From an optimization exercise on the open Yosys and OpenROAD flow, aimed at small area; shortcuts taken in it are not production practice. Where RTL was checked, it was by simulation tests only, not by an equivalence proof against the original. Power and IR drop assume default switching activity.

==> module juletre_bse, before the edit <==
module juletre_bse (
    input  wire        clk,
    input  wire        rst,
    input  wire [23:0] cfg_chan_map,
    input  wire        cfg_polarity,
    input  wire [7:0]  cfg_reset_delay_us,
    input  wire        pix_we,
    input  wire [4:0]  pix_addr,
    input  wire [7:0]  pix_wdata,
    input  wire        enc_start,
    input  wire [7:0]  enc_byte,
    output wire [31:0] enc_word,
    input  wire [5:0]  fb_rd_addr,
    output wire [31:0] fb_rd_data,
    output reg         fb_rd_ok,
    input  wire        tx_start,
    output wire        tx_out,
    output reg         tx_busy,
    output reg         enc_ready,
    output reg         enc_busy,
    output wire [1:0]  enc_status
);
    reg [1:0] chan [0:2];
    reg       polarity;
    reg [3:0] rwords;
    wire [5:0] fb_last = {rwords[3], ~rwords[3], ~rwords[3], rwords[2:0]};
    reg [7:0]  cv    [1:24];
    reg [24:1] cw;       
    reg [7:0]  fbd   [0:23];
    reg        fb_all;   
    reg       enc_done;
    reg [5:0] enc_pos;
    assign enc_status = {1'b0, enc_done};
    wire [8:0] cfg_rwords = ({1'b0, cfg_reset_delay_us} + 9'd19) / 9'd20;
    wire       cfg_ok     = (cfg_chan_map[7:2] == 6'd0) && (cfg_chan_map[15:10] == 6'd0) &&
                            (cfg_chan_map[23:18] == 6'd0);
    function [31:0] enc_s;
        input [7:0] s;
        input       b3;
        input       b0;
        integer i;
        reg [31:0] pre;
        begin
            for (i = 0; i < 8; i = i + 1)
                pre[4*i +: 4] = {b3, s[i], s[i], b0};
            enc_s = {pre[15:0], pre[31:16]};
        end
    endfunction
    assign enc_word = enc_s(enc_byte ^ {8{polarity}}, ~polarity, polarity);
    wire       is_data = (enc_pos != 6'd0) && (enc_pos <= 6'd24);
    wire [7:0] pval    = cw[enc_pos] ? cv[enc_pos] : 8'h00;
    reg [2:0] ch_hit;
    integer c;
    always @* begin
        for (c = 0; c < 3; c = c + 1)
            ch_hit[c] = pix_we && (pix_addr[1:0] != 2'd3) && (pix_addr[1:0] == chan[c] - 2'd1);
    end
    wire       step_last = enc_busy && (enc_pos == fb_last);
    wire [4:0] fb_done = (enc_busy && is_data) ? enc_pos[4:0] - 5'd1 : 5'd0;
    function [4:0] fb_slot;
        input [5:0] a;
        reg   [5:0] d;
        begin
            d = a - 6'd1 - {1'b0, fb_done};
            fb_slot = d[5] ? d[4:0] + 5'd24 : d[4:0];
        end
    endfunction
    wire [191:0] fbd_flat;
    genvar g;
    generate
        for (g = 0; g < 24; g = g + 1) begin : g_fbd
            assign fbd_flat[8*g +: 8] = fbd[g];
        end
    endgenerate
    reg  [11:0] tx_cnt;
    wire [5:0]  tx_word = tx_cnt[11:6];
    wire [4:0]  tx_slot = tx_cnt[5:1];
    wire        tx_data = (tx_word != 6'd0) && (tx_word <= 6'd24);
    wire [7:0]  tx_byte;
    juletre_mux24 u_tx (.d(fbd_flat), .sel(fb_slot(tx_word)), .q(tx_byte));
    reg         tx_level;
    always @* begin
        case (tx_slot[1:0])
            2'd0: tx_level = ~polarity;
            2'd3: tx_level = polarity;
            default: tx_level = tx_byte[3'd7 - tx_slot[4:2]];
        endcase
        if (!tx_data)
            tx_level = polarity;
    end
    assign tx_out = tx_busy ? tx_level : polarity;
    wire tx_end = (tx_cnt == {fb_last, 6'b111111});
    reg [7:0] rd_s;
    reg       rd_b3;
    wire      rd_data = (fb_rd_addr != 6'd0) && (fb_rd_addr <= 6'd24);
    wire [7:0] rd_byte;
    juletre_mux24 u_rd (.d(fbd_flat), .sel(fb_slot(fb_rd_addr)), .q(rd_byte));
    assign fb_rd_data = enc_s(rd_s, rd_b3, polarity);
    always @(posedge clk) begin
        for (c = 0; c < 24; c = c + 1)
            if (ch_hit[c % 3] && pix_addr[4:2] == c / 3)
                cv[c + 1] <= pix_wdata;
        if (enc_busy && is_data) begin
            for (c = 0; c < 23; c = c + 1)
                fbd[c] <= fbd[c + 1];
            fbd[23] <= pval ^ {8{polarity}};
        end
        rd_s  <= rd_data ? rd_byte : {8{polarity}};
        rd_b3 <= rd_data ^ polarity;
        enc_pos <= (enc_busy && !step_last && !rst) ? enc_pos + 6'd1 : 6'd0;
        tx_cnt  <= (tx_busy && !rst) ? tx_cnt + 12'd1 : 12'd0;
    end
    always @(posedge clk) begin
        if (rst) begin
            chan[0]   <= cfg_chan_map[1:0];
            chan[1]   <= cfg_chan_map[9:8];
            chan[2]   <= cfg_chan_map[17:16];
            polarity  <= cfg_polarity;
            rwords    <= cfg_rwords[3:0];
            enc_ready <= cfg_ok;
            cw        <= 24'd0;
            fb_all    <= 1'b0;
            enc_busy  <= 1'b0;
            enc_done  <= 1'b0;
            fb_rd_ok  <= 1'b0;
            tx_busy   <= 1'b0;
        end else begin
            for (c = 0; c < 24; c = c + 1)
                if (ch_hit[c % 3] && pix_addr[4:2] == c / 3)
                    cw[c + 1] <= 1'b1;
            if (enc_busy) begin
                if (step_last) begin
                    enc_busy <= 1'b0;
                    enc_done <= 1'b1;
                    fb_all   <= 1'b1;
                end
            end else if (enc_start && enc_ready) begin
                enc_busy <= 1'b1;
                enc_done <= 1'b0;
            end
            fb_rd_ok <= enc_ready && (fb_rd_addr <= fb_last) &&
                        (fb_all || (enc_busy && fb_rd_addr < enc_pos));
            if (tx_busy) begin
                if (tx_end)
                    tx_busy <= 1'b0;
            end else if (tx_start && enc_done) begin
                tx_busy <= 1'b1;
            end
        end
    end
endmodule
==> module juletre_mux24, before the edit <==
module juletre_mux24 (
    input  wire [191:0] d,
    input  wire [4:0]   sel,
    output wire [7:0]   q
);
    wire [7:0] g0, g1, g2;
    juletre_mux8 u_g0 (.d(d[63:0]),    .sel(sel[2:0]), .q(g0));
    juletre_mux8 u_g1 (.d(d[127:64]),  .sel(sel[2:0]), .q(g1));
    juletre_mux8 u_g2 (.d(d[191:128]), .sel(sel[2:0]), .q(g2));
    assign q = sel[4] ? g2 : sel[3] ? g1 : g0;
endmodule
==> module juletre_mux8, before the edit <==
module juletre_mux8 (
    input  wire [63:0] d,
    input  wire [2:0]  sel,
    output wire [7:0]  q
);
    wire [31:0] l1 = sel[0] ? {d[63:56], d[47:40], d[31:24], d[15:8]} : {d[55:48], d[39:32], d[23:16], d[7:0]};
    wire [15:0] l2 = sel[1] ? {l1[31:24], l1[15:8]} : {l1[23:16], l1[7:0]};
    assign q = sel[2] ? l2[15:8] : l2[7:0];
endmodule
==> flow/config.mk <==
export PLATFORM = sky130hd
export DESIGN_NAME = juletre
export DESIGN_NICKNAME = juletre
export VERILOG_FILES = /design/flow/design.v
export SDC_FILE = /design/flow/constraint.sdc
export NUM_CORES = 4
export LEC_CHECK = 0
export CAP_MARGIN = 20
export CORE_MARGIN = 2
export CORE_UTILIZATION = 70
export PLACE_DENSITY = 0.8
export SLEW_MARGIN = 20
==> flow/constraint.sdc <==
create_clock -name core_clock -period 12.0 [get_ports {clk}]
set_input_delay 2.4000 -clock core_clock [delete_from_list [all_inputs] [get_ports {clk}]]
set_output_delay 2.4000 -clock core_clock [all_outputs]
set_load 0.01 [all_outputs]
standard.sh (not shown) runs the stock make flow with config.mk's settings and CLKGATE_MAP_FILE= SYNTH_SCRIPT=/design/flow/synth_recipe.tcl, a recipe that flattens the netlist after the stock synthesis.
==> flow/flow/run.sh <==
#!/bin/bash
# Own layout flow: the standard layout (standard.sh) with these changes:
# - synthesis is the standard flow's own script, but ABC maps the logic with an
#   area-recovering script (flow/synth.tcl, flow/abc_map.script);
# - the port buffers are the smallest buffer cell;
# - clock tree synthesis uses clkbuf_8 leaf buffers over larger sink
#   clusters and inserts no dummy loads.
# Each tool's output goes to the ORFS logs under orfs/logs; make's own
# output goes to flow_make.log.
set -euo pipefail
export OWN_WORK="$PWD"
export OWN_ABC_SCRIPT="$PWD/flow/abc_map.script"
export BUFFER_PORTS_ARGS="-buffer_cell sky130_fd_sc_hd__buf_1"
export CTS_ARGS="-sink_clustering_enable -repair_clock_nets -dont_use_dummy_load -sink_clustering_size 16 -sink_clustering_max_diameter 60 -buf_list sky130_fd_sc_hd__clkbuf_8"
bash standard.sh SYNTH_SCRIPT="$PWD/flow/synth.tcl" finish > flow_make.log 2>&1
==> flow/flow/abc_map.script <==
&get -n
&st
&dch -f
&nf -R 1000
&put
mfs2 -a
&get -n
&st
&dch -f
&nf -R 1000
&put
==> flow/flow/synth.tcl <==
# The standard flow's synthesis script (synth_recipe.tcl, sourced unchanged), with one
# change: Yosys's abc pass maps the logic with flow/abc_map.script, an
# area-recovering ABC script, instead of ORFS's speed script.
proc abc {args} {
  set i [lsearch -exact $args -script]
  if { $i >= 0 } {
    lset args [expr {$i + 1}] $::env(OWN_ABC_SCRIPT)
  }
  yosys abc {*}$args
}
source $::env(OWN_WORK)/synth_recipe.tcl
Change:
--- a/flow/design.v
+++ b/flow/design.v
@@ -181,11 +181,11 @@
     reg       polarity;
     reg [3:0] rwords;
     wire [5:0] fb_last = {rwords[3], ~rwords[3], ~rwords[3], rwords[2:0]};
     reg [7:0]  cv    [1:24];
     reg [24:1] cw;       
-    reg [7:0]  fbd   [0:23];
+    reg [7:0]  fbd   [1:24];
     reg        fb_all;   
     reg       enc_done;
     reg [5:0] enc_pos;
     assign enc_status = {1'b0, enc_done};
     wire [8:0] cfg_rwords = ({1'b0, cfg_reset_delay_us} + 9'd19) / 9'd20;
@@ -211,32 +211,15 @@
     always @* begin
         for (c = 0; c < 3; c = c + 1)
             ch_hit[c] = pix_we && (pix_addr[1:0] != 2'd3) && (pix_addr[1:0] == chan[c] - 2'd1);
     end
     wire       step_last = enc_busy && (enc_pos == fb_last);
-    wire [4:0] fb_done = (enc_busy && is_data) ? enc_pos[4:0] - 5'd1 : 5'd0;
-    function [4:0] fb_slot;
-        input [5:0] a;
-        reg   [5:0] d;
-        begin
-            d = a - 6'd1 - {1'b0, fb_done};
-            fb_slot = d[5] ? d[4:0] + 5'd24 : d[4:0];
-        end
-    endfunction
-    wire [191:0] fbd_flat;
-    genvar g;
-    generate
-        for (g = 0; g < 24; g = g + 1) begin : g_fbd
-            assign fbd_flat[8*g +: 8] = fbd[g];
-        end
-    endgenerate
     reg  [11:0] tx_cnt;
     wire [5:0]  tx_word = tx_cnt[11:6];
     wire [4:0]  tx_slot = tx_cnt[5:1];
     wire        tx_data = (tx_word != 6'd0) && (tx_word <= 6'd24);
-    wire [7:0]  tx_byte;
-    juletre_mux24 u_tx (.d(fbd_flat), .sel(fb_slot(tx_word)), .q(tx_byte));
+    wire [7:0]  tx_byte = fbd[tx_word];
     reg         tx_level;
     always @* begin
         case (tx_slot[1:0])
             2'd0: tx_level = ~polarity;
             2'd3: tx_level = polarity;
@@ -248,23 +231,18 @@
     assign tx_out = tx_busy ? tx_level : polarity;
     wire tx_end = (tx_cnt == {fb_last, 6'b111111});
     reg [7:0] rd_s;
     reg       rd_b3;
     wire      rd_data = (fb_rd_addr != 6'd0) && (fb_rd_addr <= 6'd24);
-    wire [7:0] rd_byte;
-    juletre_mux24 u_rd (.d(fbd_flat), .sel(fb_slot(fb_rd_addr)), .q(rd_byte));
     assign fb_rd_data = enc_s(rd_s, rd_b3, polarity);
     always @(posedge clk) begin
         for (c = 0; c < 24; c = c + 1)
             if (ch_hit[c % 3] && pix_addr[4:2] == c / 3)
                 cv[c + 1] <= pix_wdata;
-        if (enc_busy && is_data) begin
-            for (c = 0; c < 23; c = c + 1)
-                fbd[c] <= fbd[c + 1];
-            fbd[23] <= pval ^ {8{polarity}};
-        end
-        rd_s  <= rd_data ? rd_byte : {8{polarity}};
+        if (enc_busy && is_data)
+            fbd[enc_pos] <= pval ^ {8{polarity}};
+        rd_s  <= rd_data ? fbd[fb_rd_addr] : {8{polarity}};
         rd_b3 <= rd_data ^ polarity;
         enc_pos <= (enc_busy && !step_last && !rst) ? enc_pos + 6'd1 : 6'd0;
         tx_cnt  <= (tx_busy && !rst) ? tx_cnt + 12'd1 : 12'd0;
     end
     always @(posedge clk) begin
@@ -304,30 +282,10 @@
                 tx_busy <= 1'b1;
             end
         end
     end
 endmodule
-module juletre_mux24 (
-    input  wire [191:0] d,
-    input  wire [4:0]   sel,
-    output wire [7:0]   q
-);
-    wire [7:0] g0, g1, g2;
-    juletre_mux8 u_g0 (.d(d[63:0]),    .sel(sel[2:0]), .q(g0));
-    juletre_mux8 u_g1 (.d(d[127:64]),  .sel(sel[2:0]), .q(g1));
-    juletre_mux8 u_g2 (.d(d[191:128]), .sel(sel[2:0]), .q(g2));
-    assign q = sel[4] ? g2 : sel[3] ? g1 : g0;
-endmodule
-module juletre_mux8 (
-    input  wire [63:0] d,
-    input  wire [2:0]  sel,
-    output wire [7:0]  q
-);
-    wire [31:0] l1 = sel[0] ? {d[63:56], d[47:40], d[31:24], d[15:8]} : {d[55:48], d[39:32], d[23:16], d[7:0]};
-    wire [15:0] l2 = sel[1] ? {l1[31:24], l1[15:8]} : {l1[23:16], l1[7:0]};
-    assign q = sel[2] ? l2[15:8] : l2[7:0];
-endmodule
 module juletre (
     input  wire        clk,
     input  wire        rst,
     input  wire [23:0] cfg_chan_map,
     input  wire        cfg_polarity,
Result: The new run went through all stages and came out clean; global-route usage came out higher by 0.51 points; total power came out lower by about 2%; count of clock-buffer cells in the layout stays the same; combinational power came out lower by about 5%; non-clock buffer count came out lower by 2; maximum frequency came out higher by about 15%; routed wire length came out higher by 1.1%; die area came out lower by 0.64%; critical path depth came out lower by 3.
For the second run of this note, only the layout was checked, not whether the RTL still works.

port drivers added, routing unchanged:
No port has a modelled driver above. Below, the same layouts with a new extraction and two added sets of constraints. Step 1 sets driving cells, clkbuf_16 on the clock port and buf_2 on the other inputs (assumed; they add their load-dependent delay and slew). Step 2 moves the port delays by t, midway between the first and last clock arrival at a register: inputs arrive t later, outputs are due t later. That takes back most of the time a late clock gives input paths. a / b / c = ideal / step 1 / step 2; a / b = the first two.
run	t (ns)	slack for setup (ns)	worst register clock-pin slew, ns	worst data-port slew with drivers (ns)
the first run	0.714	2.780 / 2.725 / 3.438	0.10 / 0.10	0.05
the second run	0.719	3.975 / 3.917 / 4.636	0.11 / 0.11	0.05
After both steps every run listed still meets setup and hold.
